Background: an optimization exercise with open tools, aiming at a short achievable clock period. Do not read the settings as production practice. At most, simulation tests tie the RTL to the original design; equivalence was not proved. For run 2, only the layout was checked, not whether the RTL still works. Power figures rest on the tool's default switching activity, not on a simulated workload.

==> flow/design.v, too long to show whole: its modules and the start of the top module <==
// module viking_core: 380 lines
// module mul23: 870 lines
module viking_core (
    input  wire        clk,
    input  wire        rst,           
    input  wire [31:0] budget,        
    output wire        mem_req,
    output wire        mem_we,
    output wire [14:0] mem_addr,
    output wire [23:0] mem_wdata,
    input  wire [23:0] mem_rdata,
    input  wire        mem_ready,
    output wire        done,
    output wire [23:0] reg_a,
    output wire [23:0] reg_b,
    output wire [14:0] reg_x1,
    output wire [14:0] reg_x2,
    output wire [14:0] reg_x3,
    output wire [14:0] reg_pc,
    output wire        flag_overflow,
    output wire        flag_halted,
    output wire [63:0] cost_cycles,
    output reg         diag_valid,
    output reg  [5:0]  diag_op,
    output reg  [14:0] diag_fa
);
  // ...
==> flow/run.sh <==
#!/bin/bash
# synth_recipe.tcl (not shown) runs the flow's synth.tcl, then flattens the netlist and writes it again
# the make line also repeats each setting of config.mk as NAME=value (left out here)
make -C /OpenROAD-flow-scripts/flow DESIGN_CONFIG=/design/flow/config.mk WORK_HOME=/design/flow/orfs CLKGATE_MAP_FILE= SYNTH_SCRIPT=/design/flow/synth_recipe.tcl finish
==> flow/config.mk <==
export PLATFORM = sky130hd
export DESIGN_NAME = viking_core
export DESIGN_NICKNAME = viking_core
export VERILOG_FILES = /design/flow/design.v
export SDC_FILE = /design/flow/constraint.sdc
export NUM_CORES = 4
export LEC_CHECK = 0
export ABC_CLOCK_PERIOD_IN_PS = 5000
export CAP_MARGIN = 20
export CORE_MARGIN = 2
export CORE_UTILIZATION = 40
export PLACE_DENSITY = 0.6
export SETUP_SLACK_MARGIN = 5
export SLEW_MARGIN = 20
==> flow/constraint.sdc <==
create_clock -name core_clock -period 12.0 [get_ports {clk}]
set_input_delay 2.4000 -clock core_clock [delete_from_list [all_inputs] [get_ports {clk}]]
set_output_delay 2.4000 -clock core_clock [all_outputs]
set_load 0.01 [all_outputs]
==> results.txt, run 1 <==
layout net count=7905; Final Critical Period=7.07 ns; PD cells=198 nW/um2; DR DRC count=0; Internal=6.01 mW; Final non-clock buffer share=9.38%; initial core utilization=40.2%; Post-synth EDFFs=154; result of the run=timing/DRC/antenna clean; complex-gate fraction of the synthesized area=25.9%; Non-Clock Buffer Count=656; P_comb=9.09 mW; critical path depth in cells=25; DR top layer=met5; Crit path largest cell delay=0.61 ns; share of cells above drive strength 1=10.8%; Primary FF master, synth=dfxtp_1; # rows=135; synth unique cells=104; Placed Cells=8687; DPL Wire Length=185000 um; syn_nets=7658; Register-to-Register Path Depth=25; GR Util met1=47.1%; Hold WS=0.487 ns; Worst Tran Pin Value=1.13 ns; worst r2r src=e_m[17]; Critical Path Sink=A[6]; period utilization=58.9%; dpl ws=2.76 ns; multi-input gate count=5512; via count=57300; WP buf/inv=5; setup TNS=0 ns; Post-Synth Adder-Cell Area=19.8%; Die X-Extent=372 um
Testbench counts, summed over its fixed seeds: clk cycles 226,878.
==> module viking_core, before the edit <==
module viking_core (
    input  wire        clk,
    input  wire        rst,           
    input  wire [31:0] budget,        
    output wire        mem_req,
    output wire        mem_we,
    output wire [14:0] mem_addr,
    output wire [23:0] mem_wdata,
    input  wire [23:0] mem_rdata,
    input  wire        mem_ready,
    output wire        done,
    output wire [23:0] reg_a,
    output wire [23:0] reg_b,
    output wire [14:0] reg_x1,
    output wire [14:0] reg_x2,
    output wire [14:0] reg_x3,
    output wire [14:0] reg_pc,
    output wire        flag_overflow,
    output wire        flag_halted,
    output wire [63:0] cost_cycles,
    output reg         diag_valid,
    output reg  [5:0]  diag_op,
    output reg  [14:0] diag_fa
);
    localparam [5:0] OP_HLT = 6'o00, OP_XEC = 6'o02, OP_STB = 6'o03, OP_STA = 6'o05,
                     OP_ADD = 6'o10, OP_SUB = 6'o11, OP_SKG = 6'o12, OP_SKN = 6'o13,
                     OP_ANA = 6'o15, OP_ORA = 6'o16, OP_ERA = 6'o17,
                     OP_LDB = 6'o23, OP_LDA = 6'o24, OP_JSL = 6'o27,
                     OP_MPY = 6'o34, OP_DIV = 6'o35, OP_ARS = 6'o40, OP_ALS = 6'o41,
                     OP_TAB = 6'o55, OP_LDX = 6'o56, OP_IAB = 6'o57, OP_SIX = 6'o66,
                     OP_JPL = 6'o70, OP_JZE = 6'o71, OP_JMI = 6'o72, OP_JNZ = 6'o73,
                     OP_JMP = 6'o74, OP_NOP = 6'o77;
    localparam [3:0] XEC_DEPTH_LIMIT = 4'd8;    
    localparam [2:0] S_FETCH = 3'd0, S_IND = 3'd1, S_MEM = 3'd2,
                     S_DIV = 3'd4, S_DONE = 3'd5;
    localparam [2:0] E_ADD = 3'd0, E_SUB = 3'd1, E_MPY = 3'd2, E_ARS = 3'd3,
                     E_ALS = 3'd4, E_TAB = 3'd5, E_IAB = 3'd6;
    localparam integer DIV_STEPS = 2;            
    localparam integer DIV_CYC   = 12 / DIV_STEPS;
    reg [23:0] A, B;
    reg [14:0] X1, X2, X3, PC;
    reg        overflow, halted;
    reg [63:0] cycles;     
    reg [6:0]  cost_q;     
    reg [33:0] rem;        
    reg        unb;        
    reg [2:0]  state;
    reg [14:0] addr_q;     
    reg [5:0]  ir_op;
    reg [1:0]  ir_x;
    reg [14:0] fa;
    reg [3:0]  depth;
    reg        e_valid;
    reg [2:0]  e_op;
    reg [23:0] e_m;        
    reg [4:0]  e_n;        
    reg [2:0]  dv_cnt;
    reg [22:0] dv_d;       
    reg [24:0] dv_d3;      
    reg [22:0] dv_r;       
    reg [23:0] dv_lo;      
    reg        dv_sign;
    wire in_f = (state == S_FETCH);
    wire in_i = (state == S_IND);
    wire in_m = (state == S_MEM);
    wire [23:0] m = mem_rdata;
    function [14:0] xsel(input [1:0] s, input [14:0] x1, input [14:0] x2, input [14:0] x3);
        xsel = (s == 2'd1) ? x1 : (s == 2'd2) ? x2 : (s == 2'd3) ? x3 : 15'd0;
    endfunction
    wire [33:0] left     = rem - {27'd0, cost_q};
    wire        left_neg = left[33];
    wire        left_sml = (left[33:8] == 26'd0);
    wire [8:0]  left_m5  = {1'b0, left[7:0]} - 9'd5;
    wire stop5  = !unb && (left_neg || (left_sml && (left[7:0] <= 8'd5)));
    wire stop6  = !unb && (left_neg || (left_sml && (left[7:0] <= 8'd6)));
    wire stop10 = !unb && (left_neg || (left_sml && (left[7:0] <= 8'd10)));
    wire stop28 = !unb && (left_neg || (left_sml && (left[7:0] <= 8'd28)));
    wire stop44 = !unb && (left_neg || (left_sml && (left[7:0] <= 8'd44)));
    wire sh_neg = !unb && (left_neg || (left_sml && left_m5[8]));
    wire sh_chk = !unb && !left_neg && left_sml && !left_m5[8] && (left_m5[7:5] == 3'd0);
    wire [5:0]  f_op = m[23:18];
    wire        f_i  = m[17];
    wire [1:0]  f_xs = m[16:15];
    wire [14:0] ea_s1 = m[14:0] + X1;
    wire [14:0] ea_s2 = m[14:0] + X2;
    wire [14:0] ea_s3 = m[14:0] + X3;
    wire [14:0] ea0   = (f_xs == 2'd1) ? ea_s1 : (f_xs == 2'd2) ? ea_s2 :
                        (f_xs == 2'd3) ? ea_s3 : m[14:0];
    wire [4:0]  f_n   = ea0[4:0];
    wire f_rd  = (f_op == OP_LDA) || (f_op == OP_LDB) || (f_op == OP_ADD) || (f_op == OP_SUB) ||
                 (f_op == OP_ANA) || (f_op == OP_ORA) || (f_op == OP_ERA) || (f_op == OP_MPY) ||
                 (f_op == OP_DIV) || (f_op == OP_SKG) || (f_op == OP_SKN) ||
                 ((f_op == OP_LDX) && (f_xs != 2'd0));
    wire f_wr  = (f_op == OP_STA) || (f_op == OP_STB) || (f_op == OP_JSL) || (f_op == OP_SIX);
    wire f_cj  = (f_op == OP_JPL) || (f_op == OP_JZE) || (f_op == OP_JMI) || (f_op == OP_JNZ);
    wire f_jmp = (f_op == OP_JMP);
    wire f_xec = (f_op == OP_XEC);
    wire f_sh  = (f_op == OP_ARS) || (f_op == OP_ALS);
    wire f_hlt = (f_op == OP_HLT);
    wire f_e   = (f_op == OP_TAB) || (f_op == OP_IAB);
    wire f_nop = (f_op == OP_NOP) || (f_op == OP_LDX);            
    wire f_mem = f_rd || f_wr;
    wire f_ea  = f_mem || f_cj || f_jmp || f_xec || f_sh;
    wire f_bad = !(f_ea || f_hlt || f_e || f_nop);
    wire a_zero = (A[22:0] == 23'd0);
    wire c_jpl  = !A[23] && !a_zero;
    function cj_taken(input [5:0] o, input jpl, input zero, input neg);
        cj_taken = ((o == OP_JPL) && jpl) || ((o == OP_JZE) && zero) ||
                   ((o == OP_JMI) && neg) || ((o == OP_JNZ) && !zero);
    endfunction
    wire xec_lim = (depth == XEC_DEPTH_LIMIT);
    wire e_wa   = e_valid && (e_op != E_TAB);
    wire hazard = !f_i && f_cj && e_wa;
    wire f_go_ind = f_i && f_ea;
    wire f_go_mem = !f_i && f_mem;
    wire f_xec_go = !f_i && f_xec && !xec_lim;
    wire f_taken  = !f_i && (f_jmp || cj_taken(f_op, c_jpl, a_zero, A[23]) || (f_xec && !xec_lim));
    wire f_halt   = f_hlt || f_bad || (!f_i && f_xec && xec_lim);
    wire f_stop   = f_sh ? (sh_neg || (sh_chk && (left_m5[4:0] <= f_n))) : f_cj ? stop6 : (f_op == OP_IAB) ? stop10 : stop5;
    wire [14:0] pc_inc = PC + 15'd1;
    wire [5:0]  op   = ir_op;
    wire [14:0] ptr  = m[14:0];
    wire i_mem = (op == OP_LDA) || (op == OP_LDB) || (op == OP_ADD) || (op == OP_SUB) ||
                 (op == OP_ANA) || (op == OP_ORA) || (op == OP_ERA) || (op == OP_MPY) ||
                 (op == OP_DIV) || (op == OP_SKG) || (op == OP_SKN) || (op == OP_LDX) ||
                 (op == OP_STA) || (op == OP_STB) || (op == OP_JSL) || (op == OP_SIX);
    wire i_sh  = (op == OP_ARS) || (op == OP_ALS);
    wire i_cj  = (op == OP_JPL) || (op == OP_JZE) || (op == OP_JMI) || (op == OP_JNZ);
    wire i_xec = (op == OP_XEC);
    wire i_taken = (op == OP_JMP) || cj_taken(op, c_jpl, a_zero, A[23]);
    wire i_stop  = i_sh ? (sh_neg || (sh_chk && (left_m5[4:0] <= ptr[4:0]))) : i_cj ? stop6 : stop5;
    wire a_ge_m = (A[22:0] >= m[22:0]);
    wire a_gt_m = (A[22:0] > m[22:0]);
    wire m_zero = (m[22:0] == 23'd0);
    wire a_neg  = A[23] && !a_zero;
    wire m_neg  = m[23] && !m_zero;
    reg  skg_gt;
    always @(*) begin
        if (!a_neg && m_neg)       skg_gt = 1'b1;
        else if (a_neg && !m_neg)  skg_gt = 1'b0;
        else if (!a_neg)           skg_gt = a_gt_m;
        else                       skg_gt = !a_ge_m;
    end
    wire skip = ((op == OP_SKG) && skg_gt) || ((op == OP_SKN) && (A != m));
    reg [6:0] d_mem;
    reg       stop_mem;
    always @(*) begin
        case (op)
            OP_LDX:  begin d_mem = 7'd5;  stop_mem = stop5;  end
            OP_DIV:  begin d_mem = 7'd44; stop_mem = stop44; end
            OP_MPY:  begin d_mem = 7'd28; stop_mem = stop28; end
            default: begin d_mem = 7'd10; stop_mem = stop10; end
        endcase
    end
    wire        e_msgn   = (e_op == E_SUB) ? ~e_m[23] : e_m[23];
    wire [23:0] sum_same = {1'b0, A[22:0]} + {1'b0, e_m[22:0]};
    wire [23:0] dif_am   = {1'b0, A[22:0]} - {1'b0, e_m[22:0]};
    wire [22:0] dif_ma   = e_m[22:0] - A[22:0];
    wire        e_age    = !dif_am[23];
    wire [22:0] diff_mag = e_age ? dif_am[22:0] : dif_ma;
    reg  [23:0] add_res;
    reg         add_ovf;
    always @(*) begin
        if (A[23] == e_msgn) begin
            add_ovf = sum_same[23];
            add_res = {(A[23] && (sum_same != 24'd0)), sum_same[22:0]};
        end else begin
            add_ovf = 1'b0;
            if (diff_mag == 23'd0)
                add_res = 24'd0;
            else
                add_res = {(e_age ? A[23] : e_msgn), diff_mag};
        end
    end
    wire [45:0] prod;
    mul23 u_mul (.a(e_m[22:0]), .b(B[22:0]), .p(prod));
    wire        p_sgn  = (B[23] ^ e_m[23]) && (B[22:0] != 23'd0) && (e_m[22:0] != 23'd0);
    wire [22:0] ars_m  = A[22:0] >> e_n;
    wire [22:0] als_m  = A[22:0] << e_n;
    reg [22:0] dn_r;
    reg [23:0] dn_q;
    reg [24:0] rr;
    reg [25:0] t1, t2, t3;
    integer k;
    always @(*) begin
        dn_r = dv_r;
        dn_q = dv_lo;
        for (k = 0; k < DIV_STEPS; k = k + 1) begin
            rr = {dn_r, dn_q[23:22]};
            t1 = {1'b0, rr} - {3'b000, dv_d};
            t2 = {1'b0, rr} - {2'b00, dv_d, 1'b0};
            t3 = {1'b0, rr} - {1'b0, dv_d3};
            if (!t3[25]) begin
                dn_r = t3[22:0]; dn_q = {dn_q[21:0], 2'd3};
            end else if (!t2[25]) begin
                dn_r = t2[22:0]; dn_q = {dn_q[21:0], 2'd2};
            end else if (!t1[25]) begin
                dn_r = t1[22:0]; dn_q = {dn_q[21:0], 2'd1};
            end else begin
                dn_r = rr[22:0]; dn_q = {dn_q[21:0], 2'd0};
            end
        end
    end
    reg [23:0] wdata;
    always @(*) begin
        case (op)
            OP_STA:  wdata = A;
            OP_STB:  wdata = B;
            OP_JSL:  wdata = {9'd0, PC};
            default: wdata = {9'd0, xsel(ir_x, X1, X2, X3)};
        endcase
    end
    wire op_wr = (op == OP_STA) || (op == OP_STB) || (op == OP_JSL) || (op == OP_SIX);
    assign mem_req   = in_f || in_i || in_m;
    assign mem_we    = in_m && op_wr;
    assign mem_addr  = addr_q;
    assign mem_wdata = wdata;
    assign done      = (state == S_DONE) && !e_valid;
    always @(posedge clk) begin
        diag_valid <= 1'b0;
        if (rst) begin
            A        <= 24'd0;
            B        <= 24'd0;
            X1       <= 15'd0;
            X2       <= 15'd0;
            X3       <= 15'd0;
            PC       <= 15'd0;
            addr_q   <= 15'd0;
            overflow <= 1'b0;
            halted   <= 1'b0;
            cycles   <= 64'd0;
            cost_q   <= 7'd0;
            rem      <= {2'b00, budget};
            unb      <= (budget == 32'd0);
            state    <= S_FETCH;
            depth    <= 4'd0;
            e_valid  <= 1'b0;
            diag_op  <= 6'd0;
            diag_fa  <= 15'd0;
        end else begin
            cycles  <= cycles + {57'd0, cost_q};
            rem     <= left;
            cost_q  <= 7'd0;
            e_valid <= 1'b0;
            if (e_valid) begin
                case (e_op)
                    E_ADD, E_SUB: begin
                        A <= add_res;
                        if (add_ovf) overflow <= 1'b1;
                    end
                    E_MPY: begin
                        A <= {p_sgn, prod[45:23]};
                        B <= {p_sgn, prod[22:0]};
                    end
                    E_ARS: A <= {A[23], ars_m};
                    E_ALS: A <= {A[23], als_m};
                    E_TAB: B <= A;
                    default: begin A <= B; B <= A; end    
                endcase
            end
            case (state)
                S_FETCH: if (mem_ready && !hazard) begin
                    ir_op <= f_op;
                    ir_x  <= f_xs;
                    fa    <= PC;
                    e_n   <= f_n;
                    addr_q <= (f_go_ind || f_go_mem || f_taken) ? ea0 : pc_inc;
                    PC     <= f_taken ? ea0 : f_hlt ? PC : pc_inc;
                    if (f_go_ind) begin
                        state <= S_IND;
                    end else if (f_go_mem) begin
                        state <= S_MEM;
                    end else if (f_xec_go) begin
                        cost_q <= 7'd5;
                        depth  <= depth + 4'd1;
                    end else begin
                        depth  <= 4'd0;
                        cost_q <= f_sh ? (7'd5 + {2'd0, f_n}) : f_cj ? 7'd6 :
                                  (f_op == OP_IAB) ? 7'd10 : 7'd5;
                        if (f_halt) halted <= 1'b1;
                        state  <= (f_halt || f_stop) ? S_DONE : S_FETCH;
                        if (f_bad || f_xec) begin
                            diag_valid <= 1'b1;
                            diag_op    <= f_op;
                            diag_fa    <= PC;
                        end
                        if (f_sh || f_e) e_valid <= 1'b1;
                        e_op <= (f_op == OP_ARS) ? E_ARS : (f_op == OP_ALS) ? E_ALS :
                                (f_op == OP_TAB) ? E_TAB : E_IAB;
                    end
                end
                S_IND: if (mem_ready) begin
                    e_n <= ptr[4:0];
                    if (i_mem) begin
                        addr_q <= ptr;
                        state  <= S_MEM;
                    end else if (i_xec && !xec_lim) begin
                        cost_q <= 7'd5;
                        PC     <= ptr;
                        addr_q <= ptr;
                        depth  <= depth + 4'd1;
                        state  <= S_FETCH;
                    end else begin
                        depth  <= 4'd0;
                        cost_q <= i_sh ? (7'd5 + {2'd0, ptr[4:0]}) : i_cj ? 7'd6 : 7'd5;
                        PC     <= i_taken ? ptr : PC;
                        addr_q <= i_taken ? ptr : PC;
                        if (i_xec) begin
                            halted     <= 1'b1;
                            diag_valid <= 1'b1;
                            diag_op    <= OP_XEC;
                            diag_fa    <= fa;
                        end
                        state  <= (i_xec || i_stop) ? S_DONE : S_FETCH;
                        if (i_sh) e_valid <= 1'b1;
                        e_op <= (op == OP_ARS) ? E_ARS : E_ALS;
                    end
                end
                S_MEM: if (mem_ready) begin
                    e_m <= m;
                    case (op)
                        OP_LDA: A <= m;
                        OP_LDB: B <= m;
                        OP_ANA: A <= A & m;
                        OP_ORA: A <= A | m;
                        OP_ERA: A <= A ^ m;
                        OP_LDX: case (ir_x)
                                    2'd1: X1 <= m[14:0];
                                    2'd2: X2 <= m[14:0];
                                    2'd3: X3 <= m[14:0];
                                    default: ;
                                endcase
                        default: ;
                    endcase
                    if (op == OP_ADD || op == OP_SUB || op == OP_MPY) e_valid <= 1'b1;
                    e_op <= (op == OP_ADD) ? E_ADD : (op == OP_SUB) ? E_SUB : E_MPY;
                    if (op == OP_DIV && !a_ge_m) begin
                        dv_d    <= m[22:0];
                        dv_d3   <= {2'b00, m[22:0]} + {1'b0, m[22:0], 1'b0};
                        dv_r    <= {1'b0, A[22:1]};
                        dv_lo   <= {A[0], B[22:0]};
                        dv_sign <= A[23] ^ m[23];
                        dv_cnt  <= 3'd0;
                        state   <= S_DIV;
                    end else begin
                        if (op == OP_DIV) overflow <= 1'b1;
                        depth  <= 4'd0;
                        cost_q <= d_mem;
                        PC     <= (op == OP_JSL) ? addr_q + 15'd1 : (skip ? pc_inc : PC);
                        addr_q <= (op == OP_JSL) ? addr_q + 15'd1 : (skip ? pc_inc : PC);
                        state  <= stop_mem ? S_DONE : S_FETCH;
                    end
                end
                S_DIV: begin
                    dv_r   <= dn_r;
                    dv_lo  <= dn_q;
                    dv_cnt <= dv_cnt + 3'd1;
                    if (dv_cnt == DIV_CYC - 1) begin
                        B <= {dv_sign && (dn_q[22:0] != 23'd0), dn_q[22:0]};
                        A <= {A[23] && (dn_r != 23'd0), dn_r};
                        depth  <= 4'd0;
                        cost_q <= 7'd44;
                        addr_q <= PC;
                        state  <= stop44 ? S_DONE : S_FETCH;
                    end
                end
                default: ;    
            endcase
        end
    end
    assign reg_a         = A;
    assign reg_b         = B;
    assign reg_x1        = X1;
    assign reg_x2        = X2;
    assign reg_x3        = X3;
    assign reg_pc        = PC;
    assign flag_overflow = overflow;
    assign flag_halted   = halted;
    assign cost_cycles   = cycles + {57'd0, cost_q};
endmodule
==> run 2, diff against run 1 <==
--- a/flow/design.v
+++ b/flow/design.v
@@ -30,18 +30,17 @@
                      OP_TAB = 6'o55, OP_LDX = 6'o56, OP_IAB = 6'o57, OP_SIX = 6'o66,
                      OP_JPL = 6'o70, OP_JZE = 6'o71, OP_JMI = 6'o72, OP_JNZ = 6'o73,
                      OP_JMP = 6'o74, OP_NOP = 6'o77;
     localparam [3:0] XEC_DEPTH_LIMIT = 4'd8;    
     localparam [2:0] S_FETCH = 3'd0, S_IND = 3'd1, S_MEM = 3'd2,
                      S_DIV = 3'd4, S_DONE = 3'd5;
     localparam [2:0] E_ADD = 3'd0, E_SUB = 3'd1, E_MPY = 3'd2, E_ARS = 3'd3,
                      E_ALS = 3'd4, E_TAB = 3'd5, E_IAB = 3'd6;
-    localparam integer DIV_STEPS = 2;            
-    localparam integer DIV_CYC   = 12 / DIV_STEPS;
+    localparam integer DIV_CYC   = 6;            
     reg [23:0] A, B;
     reg [14:0] X1, X2, X3, PC;
     reg        overflow, halted;
     reg [63:0] cycles;     
     reg [6:0]  cost_q;     
     reg [33:0] rem;        
     reg        unb;        
     reg [2:0]  state;
@@ -76,19 +75,21 @@
     wire stop10 = !unb && (left_neg || (left_sml && (left[7:0] <= 8'd10)));
     wire stop28 = !unb && (left_neg || (left_sml && (left[7:0] <= 8'd28)));
     wire stop44 = !unb && (left_neg || (left_sml && (left[7:0] <= 8'd44)));
     wire sh_neg = !unb && (left_neg || (left_sml && left_m5[8]));
     wire sh_chk = !unb && !left_neg && left_sml && !left_m5[8] && (left_m5[7:5] == 3'd0);
     wire [5:0]  f_op = m[23:18];
     wire        f_i  = m[17];
     wire [1:0]  f_xs = m[16:15];
-    wire [14:0] ea_s1 = m[14:0] + X1;
-    wire [14:0] ea_s2 = m[14:0] + X2;
-    wire [14:0] ea_s3 = m[14:0] + X3;
+    wire [14:0] ea_s1, ea_s2, ea_s3;
+    wire        ea_c1, ea_c2, ea_c3;
+    ks_add15 u_ea1 (.a(m[14:0]), .b(X1), .ci(1'b0), .s(ea_s1), .co(ea_c1));
+    ks_add15 u_ea2 (.a(m[14:0]), .b(X2), .ci(1'b0), .s(ea_s2), .co(ea_c2));
+    ks_add15 u_ea3 (.a(m[14:0]), .b(X3), .ci(1'b0), .s(ea_s3), .co(ea_c3));
     wire [14:0] ea0   = (f_xs == 2'd1) ? ea_s1 : (f_xs == 2'd2) ? ea_s2 :
                         (f_xs == 2'd3) ? ea_s3 : m[14:0];
     wire [4:0]  f_n   = ea0[4:0];
     wire f_rd  = (f_op == OP_LDA) || (f_op == OP_LDB) || (f_op == OP_ADD) || (f_op == OP_SUB) ||
                  (f_op == OP_ANA) || (f_op == OP_ORA) || (f_op == OP_ERA) || (f_op == OP_MPY) ||
                  (f_op == OP_DIV) || (f_op == OP_SKG) || (f_op == OP_SKN) ||
                  ((f_op == OP_LDX) && (f_xs != 2'd0));
     wire f_wr  = (f_op == OP_STA) || (f_op == OP_STB) || (f_op == OP_JSL) || (f_op == OP_SIX);
@@ -124,18 +125,21 @@
                  (op == OP_ANA) || (op == OP_ORA) || (op == OP_ERA) || (op == OP_MPY) ||
                  (op == OP_DIV) || (op == OP_SKG) || (op == OP_SKN) || (op == OP_LDX) ||
                  (op == OP_STA) || (op == OP_STB) || (op == OP_JSL) || (op == OP_SIX);
     wire i_sh  = (op == OP_ARS) || (op == OP_ALS);
     wire i_cj  = (op == OP_JPL) || (op == OP_JZE) || (op == OP_JMI) || (op == OP_JNZ);
     wire i_xec = (op == OP_XEC);
     wire i_taken = (op == OP_JMP) || cj_taken(op, c_jpl, a_zero, A[23]);
     wire i_stop  = i_sh ? (sh_neg || (sh_chk && (left_m5[4:0] <= ptr[4:0]))) : i_cj ? stop6 : stop5;
-    wire a_ge_m = (A[22:0] >= m[22:0]);
-    wire a_gt_m = (A[22:0] > m[22:0]);
+    wire [22:0] cmp_s1, cmp_s2;
+    wire        a_ge_m, m_ge_a;
+    ks_add23 u_cmp1 (.a(A[22:0]), .b(~m[22:0]), .ci(1'b1), .s(cmp_s1), .co(a_ge_m));
+    ks_add23 u_cmp2 (.a(m[22:0]), .b(~A[22:0]), .ci(1'b1), .s(cmp_s2), .co(m_ge_a));
+    wire a_gt_m = !m_ge_a;
     wire m_zero = (m[22:0] == 23'd0);
     wire a_neg  = A[23] && !a_zero;
     wire m_neg  = m[23] && !m_zero;
     reg  skg_gt;
     always @(*) begin
         if (!a_neg && m_neg)       skg_gt = 1'b1;
         else if (a_neg && !m_neg)  skg_gt = 1'b0;
         else if (!a_neg)           skg_gt = a_gt_m;
@@ -148,21 +152,23 @@
         case (op)
             OP_LDX:  begin d_mem = 7'd5;  stop_mem = stop5;  end
             OP_DIV:  begin d_mem = 7'd44; stop_mem = stop44; end
             OP_MPY:  begin d_mem = 7'd28; stop_mem = stop28; end
             default: begin d_mem = 7'd10; stop_mem = stop10; end
         endcase
     end
     wire        e_msgn   = (e_op == E_SUB) ? ~e_m[23] : e_m[23];
-    wire [23:0] sum_same = {1'b0, A[22:0]} + {1'b0, e_m[22:0]};
-    wire [23:0] dif_am   = {1'b0, A[22:0]} - {1'b0, e_m[22:0]};
-    wire [22:0] dif_ma   = e_m[22:0] - A[22:0];
-    wire        e_age    = !dif_am[23];
-    wire [22:0] diff_mag = e_age ? dif_am[22:0] : dif_ma;
+    wire [23:0] sum_same;
+    wire [22:0] dif_am, dif_ma;
+    wire        e_age, e_mga;
+    ks_add23 u_add (.a(A[22:0]), .b(e_m[22:0]), .ci(1'b0), .s(sum_same[22:0]), .co(sum_same[23]));
+    ks_add23 u_sam (.a(A[22:0]), .b(~e_m[22:0]), .ci(1'b1), .s(dif_am), .co(e_age));
+    ks_add23 u_sma (.a(e_m[22:0]), .b(~A[22:0]), .ci(1'b1), .s(dif_ma), .co(e_mga));
+    wire [22:0] diff_mag = e_age ? dif_am : dif_ma;
     reg  [23:0] add_res;
     reg         add_ovf;
     always @(*) begin
         if (A[23] == e_msgn) begin
             add_ovf = sum_same[23];
             add_res = {(A[23] && (sum_same != 24'd0)), sum_same[22:0]};
         end else begin
             add_ovf = 1'b0;
@@ -172,40 +178,38 @@
                 add_res = {(e_age ? A[23] : e_msgn), diff_mag};
         end
     end
     wire [45:0] prod;
     mul23 u_mul (.a(e_m[22:0]), .b(B[22:0]), .p(prod));
     wire        p_sgn  = (B[23] ^ e_m[23]) && (B[22:0] != 23'd0) && (e_m[22:0] != 23'd0);
     wire [22:0] ars_m  = A[22:0] >> e_n;
     wire [22:0] als_m  = A[22:0] << e_n;
-    reg [22:0] dn_r;
-    reg [23:0] dn_q;
-    reg [24:0] rr;
-    reg [25:0] t1, t2, t3;
-    integer k;
-    always @(*) begin
-        dn_r = dv_r;
-        dn_q = dv_lo;
-        for (k = 0; k < DIV_STEPS; k = k + 1) begin
-            rr = {dn_r, dn_q[23:22]};
-            t1 = {1'b0, rr} - {3'b000, dv_d};
-            t2 = {1'b0, rr} - {2'b00, dv_d, 1'b0};
-            t3 = {1'b0, rr} - {1'b0, dv_d3};
-            if (!t3[25]) begin
-                dn_r = t3[22:0]; dn_q = {dn_q[21:0], 2'd3};
-            end else if (!t2[25]) begin
-                dn_r = t2[22:0]; dn_q = {dn_q[21:0], 2'd2};
-            end else if (!t1[25]) begin
-                dn_r = t1[22:0]; dn_q = {dn_q[21:0], 2'd1};
-            end else begin
-                dn_r = rr[22:0]; dn_q = {dn_q[21:0], 2'd0};
-            end
-        end
-    end
+    wire [24:0] nd1 = ~{2'b00, dv_d};
+    wire [24:0] nd2 = ~{1'b0, dv_d, 1'b0};
+    wire [24:0] nd3 = ~dv_d3;
+    wire [24:0] rr0 = {dv_r, dv_lo[23:22]};
+    wire [24:0] t10, t20, t30;
+    wire        g10, g20, g30;
+    ks_add25 u_t10 (.a(rr0), .b(nd1), .ci(1'b1), .s(t10), .co(g10));
+    ks_add25 u_t20 (.a(rr0), .b(nd2), .ci(1'b1), .s(t20), .co(g20));
+    ks_add25 u_t30 (.a(rr0), .b(nd3), .ci(1'b1), .s(t30), .co(g30));
+    wire [22:0] dr1 = g30 ? t30[22:0] : g20 ? t20[22:0] : g10 ? t10[22:0] : rr0[22:0];
+    wire [23:0] dq1 = {dv_lo[21:0], g20, g30 | (g10 & !g20)};
+    wire [24:0] rr1 = {dr1, dq1[23:22]};
+    wire [24:0] t11, t21, t31;
+    wire        g11, g21, g31;
+    ks_add25 u_t11 (.a(rr1), .b(nd1), .ci(1'b1), .s(t11), .co(g11));
+    ks_add25 u_t21 (.a(rr1), .b(nd2), .ci(1'b1), .s(t21), .co(g21));
+    ks_add25 u_t31 (.a(rr1), .b(nd3), .ci(1'b1), .s(t31), .co(g31));
+    wire [22:0] dn_r = g31 ? t31[22:0] : g21 ? t21[22:0] : g11 ? t11[22:0] : rr1[22:0];
+    wire [23:0] dn_q = {dq1[21:0], g21, g31 | (g11 & !g21)};
+    wire [63:0] cost_sum;
+    wire        cost_co;
+    ks_add64 u_cost (.a(cycles), .b({57'd0, cost_q}), .ci(1'b0), .s(cost_sum), .co(cost_co));
     reg [23:0] wdata;
     always @(*) begin
         case (op)
             OP_STA:  wdata = A;
             OP_STB:  wdata = B;
             OP_JSL:  wdata = {9'd0, PC};
             default: wdata = {9'd0, xsel(ir_x, X1, X2, X3)};
         endcase
@@ -233,17 +237,17 @@
             rem      <= {2'b00, budget};
             unb      <= (budget == 32'd0);
             state    <= S_FETCH;
             depth    <= 4'd0;
             e_valid  <= 1'b0;
             diag_op  <= 6'd0;
             diag_fa  <= 15'd0;
         end else begin
-            cycles  <= cycles + {57'd0, cost_q};
+            cycles  <= cost_sum;
             rem     <= left;
             cost_q  <= 7'd0;
             e_valid <= 1'b0;
             if (e_valid) begin
                 case (e_op)
                     E_ADD, E_SUB: begin
                         A <= add_res;
                         if (add_ovf) overflow <= 1'b1;
@@ -371,17 +375,17 @@
     assign reg_a         = A;
     assign reg_b         = B;
     assign reg_x1        = X1;
     assign reg_x2        = X2;
     assign reg_x3        = X3;
     assign reg_pc        = PC;
     assign flag_overflow = overflow;
     assign flag_halted   = halted;
-    assign cost_cycles   = cycles + {57'd0, cost_q};
+    assign cost_cycles   = cost_sum;
 endmodule
 module mul23 (input wire [22:0] a, input wire [22:0] b, output wire [45:0] p);
     wire [24:0] bb = {2'b00, b[22:0]};    
     wire neg0 = bb[1] & ~(bb[0] & 1'b0);
     wire one0 = bb[0] ^ 1'b0;
     wire two0 = (bb[1] & ~bb[0] & ~1'b0) | (~bb[1] & bb[0] & 1'b0);
     wire [23:0] pp0;
     assign pp0[0] = ((one0 & a[0]) | (two0 & 1'b0)) ^ neg0;
@@ -1241,10 +1245,181 @@
     wire s523 = 1'b1 ^ s439 ^ c438;
     wire c524 = (1'b1 & s439) | (1'b1 & c438) | (s439 & c438);
     wire s525 = ~neg10 ^ pp11[22] ^ c440;
     wire c526 = (~neg10 & pp11[22]) | (~neg10 & c440) | (pp11[22] & c440);
     wire s527 = pp11[23] ^ 1'b1;
     wire c528 = pp11[23] & 1'b1;
     wire [45:0] ra = {s527, s525, s523, s521, s519, s517, s515, s513, s511, s509, s507, s505, s503, s501, s499, s497, s495, s493, s491, s489, s487, s485, s483, s481, s479, s477, s475, s473, s471, s469, s467, s465, s463, s461, s459, s457, s455, s453, s451, s449, s447, s445, s443, neg1, pp0[1], pp0[0]};
     wire [45:0] rb = {c526, c524, c522, c520, c518, c516, c514, c512, c510, c508, c506, c504, c502, c500, c498, c496, c494, c492, c490, c488, c486, c484, c482, c480, c478, c476, c474, c472, c470, c468, c466, c464, c462, c460, c458, c456, c454, c452, c450, c448, c446, c444, c442, s441, 1'b0, neg0};
-    assign p = ra + rb;
+    wire co;
+    ks_add46 u_fin (.a(ra), .b(rb), .ci(1'b0), .s(p), .co(co));
+endmodule
+module ks_add15 (input wire [14:0] a, input wire [14:0] b, input wire ci,
+                  output wire [14:0] s, output wire co);
+    wire [14:0] g0 = a & b;
+    wire [14:0] p0 = a ^ b;
+    wire [14:0] g1, p1;
+    assign g1[14:1] = g0[14:1] | (p0[14:1] & g0[13:0]);
+    assign p1[14:1] = p0[14:1] & p0[13:0];
+    assign g1[0:0] = g0[0:0];
+    assign p1[0:0] = p0[0:0];
+    wire [14:0] g2, p2;
+    assign g2[14:2] = g1[14:2] | (p1[14:2] & g1[12:0]);
+    assign p2[14:2] = p1[14:2] & p1[12:0];
+    assign g2[1:0] = g1[1:0];
+    assign p2[1:0] = p1[1:0];
+    wire [14:0] g3, p3;
+    assign g3[14:4] = g2[14:4] | (p2[14:4] & g2[10:0]);
+    assign p3[14:4] = p2[14:4] & p2[10:0];
+    assign g3[3:0] = g2[3:0];
+    assign p3[3:0] = p2[3:0];
+    wire [14:0] g4, p4;
+    assign g4[14:8] = g3[14:8] | (p3[14:8] & g3[6:0]);
+    assign p4[14:8] = p3[14:8] & p3[6:0];
+    assign g4[7:0] = g3[7:0];
+    assign p4[7:0] = p3[7:0];
+    wire [15:0] c = {g4 | (p4 & {15{ci}}), ci};
+    assign s  = p0 ^ c[14:0];
+    assign co = c[15];
+endmodule
+module ks_add23 (input wire [22:0] a, input wire [22:0] b, input wire ci,
+                  output wire [22:0] s, output wire co);
+    wire [22:0] g0 = a & b;
+    wire [22:0] p0 = a ^ b;
+    wire [22:0] g1, p1;
+    assign g1[22:1] = g0[22:1] | (p0[22:1] & g0[21:0]);
+    assign p1[22:1] = p0[22:1] & p0[21:0];
+    assign g1[0:0] = g0[0:0];
+    assign p1[0:0] = p0[0:0];
+    wire [22:0] g2, p2;
+    assign g2[22:2] = g1[22:2] | (p1[22:2] & g1[20:0]);
+    assign p2[22:2] = p1[22:2] & p1[20:0];
+    assign g2[1:0] = g1[1:0];
+    assign p2[1:0] = p1[1:0];
+    wire [22:0] g3, p3;
+    assign g3[22:4] = g2[22:4] | (p2[22:4] & g2[18:0]);
+    assign p3[22:4] = p2[22:4] & p2[18:0];
+    assign g3[3:0] = g2[3:0];
+    assign p3[3:0] = p2[3:0];
+    wire [22:0] g4, p4;
+    assign g4[22:8] = g3[22:8] | (p3[22:8] & g3[14:0]);
+    assign p4[22:8] = p3[22:8] & p3[14:0];
+    assign g4[7:0] = g3[7:0];
+    assign p4[7:0] = p3[7:0];
+    wire [22:0] g5, p5;
+    assign g5[22:16] = g4[22:16] | (p4[22:16] & g4[6:0]);
+    assign p5[22:16] = p4[22:16] & p4[6:0];
+    assign g5[15:0] = g4[15:0];
+    assign p5[15:0] = p4[15:0];
+    wire [23:0] c = {g5 | (p5 & {23{ci}}), ci};
+    assign s  = p0 ^ c[22:0];
+    assign co = c[23];
+endmodule
+module ks_add25 (input wire [24:0] a, input wire [24:0] b, input wire ci,
+                  output wire [24:0] s, output wire co);
+    wire [24:0] g0 = a & b;
+    wire [24:0] p0 = a ^ b;
+    wire [24:0] g1, p1;
+    assign g1[24:1] = g0[24:1] | (p0[24:1] & g0[23:0]);
+    assign p1[24:1] = p0[24:1] & p0[23:0];
+    assign g1[0:0] = g0[0:0];
+    assign p1[0:0] = p0[0:0];
+    wire [24:0] g2, p2;
+    assign g2[24:2] = g1[24:2] | (p1[24:2] & g1[22:0]);
+    assign p2[24:2] = p1[24:2] & p1[22:0];
+    assign g2[1:0] = g1[1:0];
+    assign p2[1:0] = p1[1:0];
+    wire [24:0] g3, p3;
+    assign g3[24:4] = g2[24:4] | (p2[24:4] & g2[20:0]);
+    assign p3[24:4] = p2[24:4] & p2[20:0];
+    assign g3[3:0] = g2[3:0];
+    assign p3[3:0] = p2[3:0];
+    wire [24:0] g4, p4;
+    assign g4[24:8] = g3[24:8] | (p3[24:8] & g3[16:0]);
+    assign p4[24:8] = p3[24:8] & p3[16:0];
+    assign g4[7:0] = g3[7:0];
+    assign p4[7:0] = p3[7:0];
+    wire [24:0] g5, p5;
+    assign g5[24:16] = g4[24:16] | (p4[24:16] & g4[8:0]);
+    assign p5[24:16] = p4[24:16] & p4[8:0];
+    assign g5[15:0] = g4[15:0];
+    assign p5[15:0] = p4[15:0];
+    wire [25:0] c = {g5 | (p5 & {25{ci}}), ci};
+    assign s  = p0 ^ c[24:0];
+    assign co = c[25];
+endmodule
+module ks_add46 (input wire [45:0] a, input wire [45:0] b, input wire ci,
+                  output wire [45:0] s, output wire co);
+    wire [45:0] g0 = a & b;
+    wire [45:0] p0 = a ^ b;
+    wire [45:0] g1, p1;
+    assign g1[45:1] = g0[45:1] | (p0[45:1] & g0[44:0]);
+    assign p1[45:1] = p0[45:1] & p0[44:0];
+    assign g1[0:0] = g0[0:0];
+    assign p1[0:0] = p0[0:0];
+    wire [45:0] g2, p2;
+    assign g2[45:2] = g1[45:2] | (p1[45:2] & g1[43:0]);
+    assign p2[45:2] = p1[45:2] & p1[43:0];
+    assign g2[1:0] = g1[1:0];
+    assign p2[1:0] = p1[1:0];
+    wire [45:0] g3, p3;
+    assign g3[45:4] = g2[45:4] | (p2[45:4] & g2[41:0]);
+    assign p3[45:4] = p2[45:4] & p2[41:0];
+    assign g3[3:0] = g2[3:0];
+    assign p3[3:0] = p2[3:0];
+    wire [45:0] g4, p4;
+    assign g4[45:8] = g3[45:8] | (p3[45:8] & g3[37:0]);
+    assign p4[45:8] = p3[45:8] & p3[37:0];
+    assign g4[7:0] = g3[7:0];
+    assign p4[7:0] = p3[7:0];
+    wire [45:0] g5, p5;
+    assign g5[45:16] = g4[45:16] | (p4[45:16] & g4[29:0]);
+    assign p5[45:16] = p4[45:16] & p4[29:0];
+    assign g5[15:0] = g4[15:0];
+    assign p5[15:0] = p4[15:0];
+    wire [45:0] g6, p6;
+    assign g6[45:32] = g5[45:32] | (p5[45:32] & g5[13:0]);
+    assign p6[45:32] = p5[45:32] & p5[13:0];
+    assign g6[31:0] = g5[31:0];
+    assign p6[31:0] = p5[31:0];
+    wire [46:0] c = {g6 | (p6 & {46{ci}}), ci};
+    assign s  = p0 ^ c[45:0];
+    assign co = c[46];
+endmodule
+module ks_add64 (input wire [63:0] a, input wire [63:0] b, input wire ci,
+                  output wire [63:0] s, output wire co);
+    wire [63:0] g0 = a & b;
+    wire [63:0] p0 = a ^ b;
+    wire [63:0] g1, p1;
+    assign g1[63:1] = g0[63:1] | (p0[63:1] & g0[62:0]);
+    assign p1[63:1] = p0[63:1] & p0[62:0];
+    assign g1[0:0] = g0[0:0];
+    assign p1[0:0] = p0[0:0];
+    wire [63:0] g2, p2;
+    assign g2[63:2] = g1[63:2] | (p1[63:2] & g1[61:0]);
+    assign p2[63:2] = p1[63:2] & p1[61:0];
+    assign g2[1:0] = g1[1:0];
+    assign p2[1:0] = p1[1:0];
+    wire [63:0] g3, p3;
+    assign g3[63:4] = g2[63:4] | (p2[63:4] & g2[59:0]);
+    assign p3[63:4] = p2[63:4] & p2[59:0];
+    assign g3[3:0] = g2[3:0];
+    assign p3[3:0] = p2[3:0];
+    wire [63:0] g4, p4;
+    assign g4[63:8] = g3[63:8] | (p3[63:8] & g3[55:0]);
+    assign p4[63:8] = p3[63:8] & p3[55:0];
+    assign g4[7:0] = g3[7:0];
+    assign p4[7:0] = p3[7:0];
+    wire [63:0] g5, p5;
+    assign g5[63:16] = g4[63:16] | (p4[63:16] & g4[47:0]);
+    assign p5[63:16] = p4[63:16] & p4[47:0];
+    assign g5[15:0] = g4[15:0];
+    assign p5[15:0] = p4[15:0];
+    wire [63:0] g6, p6;
+    assign g6[63:32] = g5[63:32] | (p5[63:32] & g5[31:0]);
+    assign p6[63:32] = p5[63:32] & p5[31:0];
+    assign g6[31:0] = g5[31:0];
+    assign p6[31:0] = p5[31:0];
+    wire [64:0] c = {g6 | (p6 & {64{ci}}), ci};
+    assign s  = p0 ^ c[63:0];
+    assign co = c[64];
 endmodule
==> flow/flow/run.sh (new file) <==
#!/bin/bash
set -euo pipefail
bash standard.sh SETUP_SLACK_MARGIN=7 finish > standard.log 2>&1
==> flow/standard.sh (new file) <==
#!/bin/bash
# synth_recipe.tcl (not shown) runs the flow's synth.tcl, then flattens the netlist and writes it again
# the make line also repeats each setting of config.mk as NAME=value (left out here)
make -C /OpenROAD-flow-scripts/flow DESIGN_CONFIG=/design/flow/config.mk WORK_HOME=/design/flow/orfs CLKGATE_MAP_FILE= SYNTH_SCRIPT=/design/flow/synth_recipe.tcl "${@:-finish}"
--- a/flow/config.mk
+++ b/flow/config.mk
@@ -5,10 +5,9 @@
 export SDC_FILE = /design/flow/constraint.sdc
 export NUM_CORES = 4
 export LEC_CHECK = 0
 export ABC_CLOCK_PERIOD_IN_PS = 5000
 export CAP_MARGIN = 20
 export CORE_MARGIN = 2
 export CORE_UTILIZATION = 40
 export PLACE_DENSITY = 0.6
-export SETUP_SLACK_MARGIN = 5
 export SLEW_MARGIN = 20
removed: flow/run.sh
==> results.txt, run 2 <==
Register-to-Register Path Depth=28 (was 25); via count=60900 (was 57300); result of the run=failed layout checks (was timing/DRC/antenna clean); post-synthesis sequential area ratio=18.1% (about the same); die area=138000 um2 (was 139000 um2); DR DRC count=0 (unchanged); global-route wire length before repair=394000 um (was 367000 um); number of I/O pins=297 (unchanged); worst setup path category=flop to flop (unchanged); Antenna Nets Post-Route=0 (unchanged); PD cells=218 nW/um2 (was 198 nW/um2); IO Port Bufs=296 (unchanged); clock latency on the worst-skew pair=0.69 ns (was 0.66 ns); initial core utilization=40.4% (was 40.2%); initial drt markers=8148 (was 7882); vias in the first global route=57600 (was 53800); crit path launch=B[15] (was e_m[17]); routability congestion estimate=1.04 (was 1.03); Die X-Extent=372 um (about the same); Biggest register=cycles (unchanged); most frequent cells after synthesis=nand2_1, ha_1, inv_1 (was nand2_1, nor2_1, a21oi_1); worst min path class=flop to flop (unchanged); min-delay src=diag_op[2] (was diag_fa[14]); RSZ-0062 raised after global routing=true (unchanged); Slew HR=-5.28% (was 24.3%); CTS max path bufs=3 (unchanged); Layout area overhead=36.8% (was 18.0%); Num CTS Buffers=52 (was 51); VDD IR-drop max=0.000332 V (was 0.000330 V); Placed Cells=8589 (was 8687); WL per Instance=29.9 um (was 28.9 um); most common cell after layout, fill and taps aside=nand2_1 (unchanged); WP buf/inv=5 (unchanged); Clock transition at path regs=0.06 ns (was 0.08 ns); Mapped Cells=6838 (was 6876); Crit path largest cell delay=0.58 ns (was 0.61 ns); TritonCTS clock tree=done (unchanged); Critical Path End Type=flop (unchanged); Primary FF master, synth=dfxtp_1 (unchanged); pin count of the biggest net entering global routing=83 (was 81); final core occ=55.3% (was 47.4%); clock root buffer=clkbuf_16 (unchanged); Final setup viols=0 (unchanged); crit path launch type=flop (unchanged); Hold WS=0.488 ns (was 0.487 ns); Final Hold Fails=0 (unchanged); synth unique cells=101 (was 104); area leader, netlist=ha_1 (unchanged); Die Y=372 um (about the same); area of the multi-input gates=46900 um2 (was 42200 um2); period utilization=57.5% (was 58.9%); Final Max Slew Viols=1 (was 0); routed wire length=280000 um (was 259000 um); FMAX=0.145 GHz (was 0.141 GHz); All-Layer GR Usage=38.3% (was 35.4%); Setup Skew=0.0616 ns (was 0.0305 ns); FF+latch count, synth=413 (unchanged); top-count cell post-synth=nand2_1 (unchanged); Critical-path top delay cell=fa_1 (was a221oi_4); DPL Wire Length=182000 um (was 185000 um); Post-synth EDFFs=154 (unchanged); max capacitance violation total=0 (unchanged); # rows=134 (was 135); largest cells by area after synthesis=ha_1, dfxtp_1, edfxtp_1 (unchanged); first-pass detailed-route iteration total=9 (was 11); required time worst endpoint=12.54 ns (was 12.52 ns); maximum fanout along the worst path=10 (was 13); top cell type's share of synthesized area=12.0% (was 11.4%); Cell Count, Final, Fillers Out=9373 (was 8953); worst path arrival time=7.44 ns (was 7.59 ns); max FFs per register=64 (unchanged); layout net count=8362 (was 7905); Regs by FF count=cycles (64), rem (34) (unchanged); aggregate global routing overflow=0 (unchanged); Final Critical Period=6.90 ns (was 7.07 ns); most used cell, CP=fa_1 (unchanged); Syn Area/Cell=7.91 um2 (was 7.89 um2); fill count=11900 (was 13200); CTS sink cnt=413 (unchanged); critical path depth in cells=28 (was 25); CP delay by family, top=adder cells (unchanged); syn_nets=7639 (was 7658); initial antenna violation count=12 (was 14); Core Box Area=134000 um2 (was 135000 um2); worst hold path depth=2 (unchanged); hold buffers post-CTS=0 (unchanged); vias per cell=6.50 (was 6.40); Worst Tran Pin Value=1.58 ns (was 1.13 ns); H-tree Lvls=2 (unchanged); most frequent cells in the layout=nand2_1, buf_4, inv_1, nor2_1, a21oi_1 (was nand2_1, nor2_1, a21oi_1, ha_1, inv_1); share of cells above drive strength 1=26.7% (was 10.8%); Post-synth ARST share=0% (unchanged); setup TNS=0 ns (unchanged); Tot Pwr=16.2 mW (was 12.7 mW); Storage cell area=9900 um2 (was 9880 um2); worst r2r src=B[15] (was e_m[17]); Synth warnings=1 (unchanged); Leakage=29.9 nW (was 25.9 nW); post-synthesis cell area=54100 um2 (was 54300 um2); Blocking Checks=slew limit
-- run 2: cell types whose count changed after synthesis, moves of 17 or more --
cell / change
ha_1: +25
a222oi_1: -35
nor2_1: -59
buf_1: +19
xor2_1: -25
a21o_1: -18
and2_1: +17
a21oi_1: -42
nor2b_1: -20
a311oi_1: -17
a221oi_1: +38
-- run 2: power by group --
group / internal [mW] / switching [mW]
clock: 0.986 / 0.735
combinational: 5.26 / 7.27
sequential: 1.66 / 0.244
-- run 2: cells by family (layout without fill, tap and decap cells) --
group / after synthesis / after routing / share of synthesized area (%)
compound gates: 2027 / 2032 / 25.0
xor+xnor: 617 / 617 / 9.99
fa+ha+maj: 742 / 742 / 20.2
buf+inv: 984 / 1742 / 6.91
flops: 413 / 413 / 18.1
mux: 164 / 164 / 3.38
other cells: 0 / 1 / 0
simple gates: 1891 / 1894 / 16.4
-- run 2: path summary, 6_finish.rpt --
path                 to  slack [ns]
max               A[12]        5.10
min          diag_op[2]        0.49
min reg2reg  diag_op[2]        0.49
max reg2reg       A[12]        5.10
-- run 2: timing repair --
action | CTS | global route
setup buffers | 442 | 202
resized for setup | 1241 | 419
setup endpoints to repair | 365 | 334
gates cloned | 33 | 7
pin swaps | 312 | 295
-- run 2: cell type report --
cell class              count  area share, %
multi-input cells        5449           63.4
repair buffers           1143           15.0
flip-flops and latches    413           13.4
well taps                1768           2.99
inverters                 501           2.78
clock buffers              59           1.81
clock inverters            38          0.659
repair inverters            1        0.00845
diodes                      1        0.00338
-- run 2: metal layers --
layer | up-vias | global-route usage (%) | part of all wire (%)
met1 | 29400 | 48.6 | 37
li1 | 25900 | - | -
met2 | 4441 | 55.4 | 41
met3 | 1172 | 14.0 | 14
met4 | 10 | 22.3 | 7.5
met5 | - | 0 | 0.025
-- run 2: worst reg2reg max path, delay by kind of cell, from the launching register on --
family / cells / cell delay (ns)
simple gates: 3 / 0.41
xor+xnor: 1 / 0.12
fa+ha+maj: 6 / 2.78
flops: 1 / 0.49
buf+inv: 5 / 0.57
compound gates: 13 / 2.46
-- run 2: per-stage QoR --
stage	cell area (um2)	setup slack (ns)
3_3_place_gp	60400	3.97
5_1_grt	74000	4.93
3_5_place_dp	60400	3.93
2_1_floorplan	56500	5.69
4_1_cts	70400	5.14
6_report	74000	5.10

-- separate check: timing with driven ports --
The results above use ideal ports. As a check the final layouts listed here were re-extracted and re-timed, cells and wires unchanged. Step 1 sets driving cells, clkbuf_16 on the clock port and buf_2 on the other inputs (assumed; they add their load-dependent delay and slew). Step 2, shift: input delay + t, output delay - t, t = (earliest + latest rising clock arrival at the registers) / 2. This alone moves slack from input paths to output paths. Slacks: ideal ports / drivers / drivers and shift; pairs: ideal ports / drivers.
| run | t, ns | slack for setup (ns) | latest minus earliest clock arrival (ns) | worst slew at a driven data input, ns | cell pins on the clock port's net |
|---|---|---|---|---|---|
| run 1 | 0.726 | 4.932 / 4.932 / 4.391 | 0.038 / 0.038 | 0.15 | 1 |
| run 2 | 0.726 | 5.097 / 5.097 / 5.097 | 0.061 / 0.061 | 0.09 | 1 |
The setup slack of run 1, which loses most, moves by 0.000 ns with the drivers and by -0.541 ns with both steps.
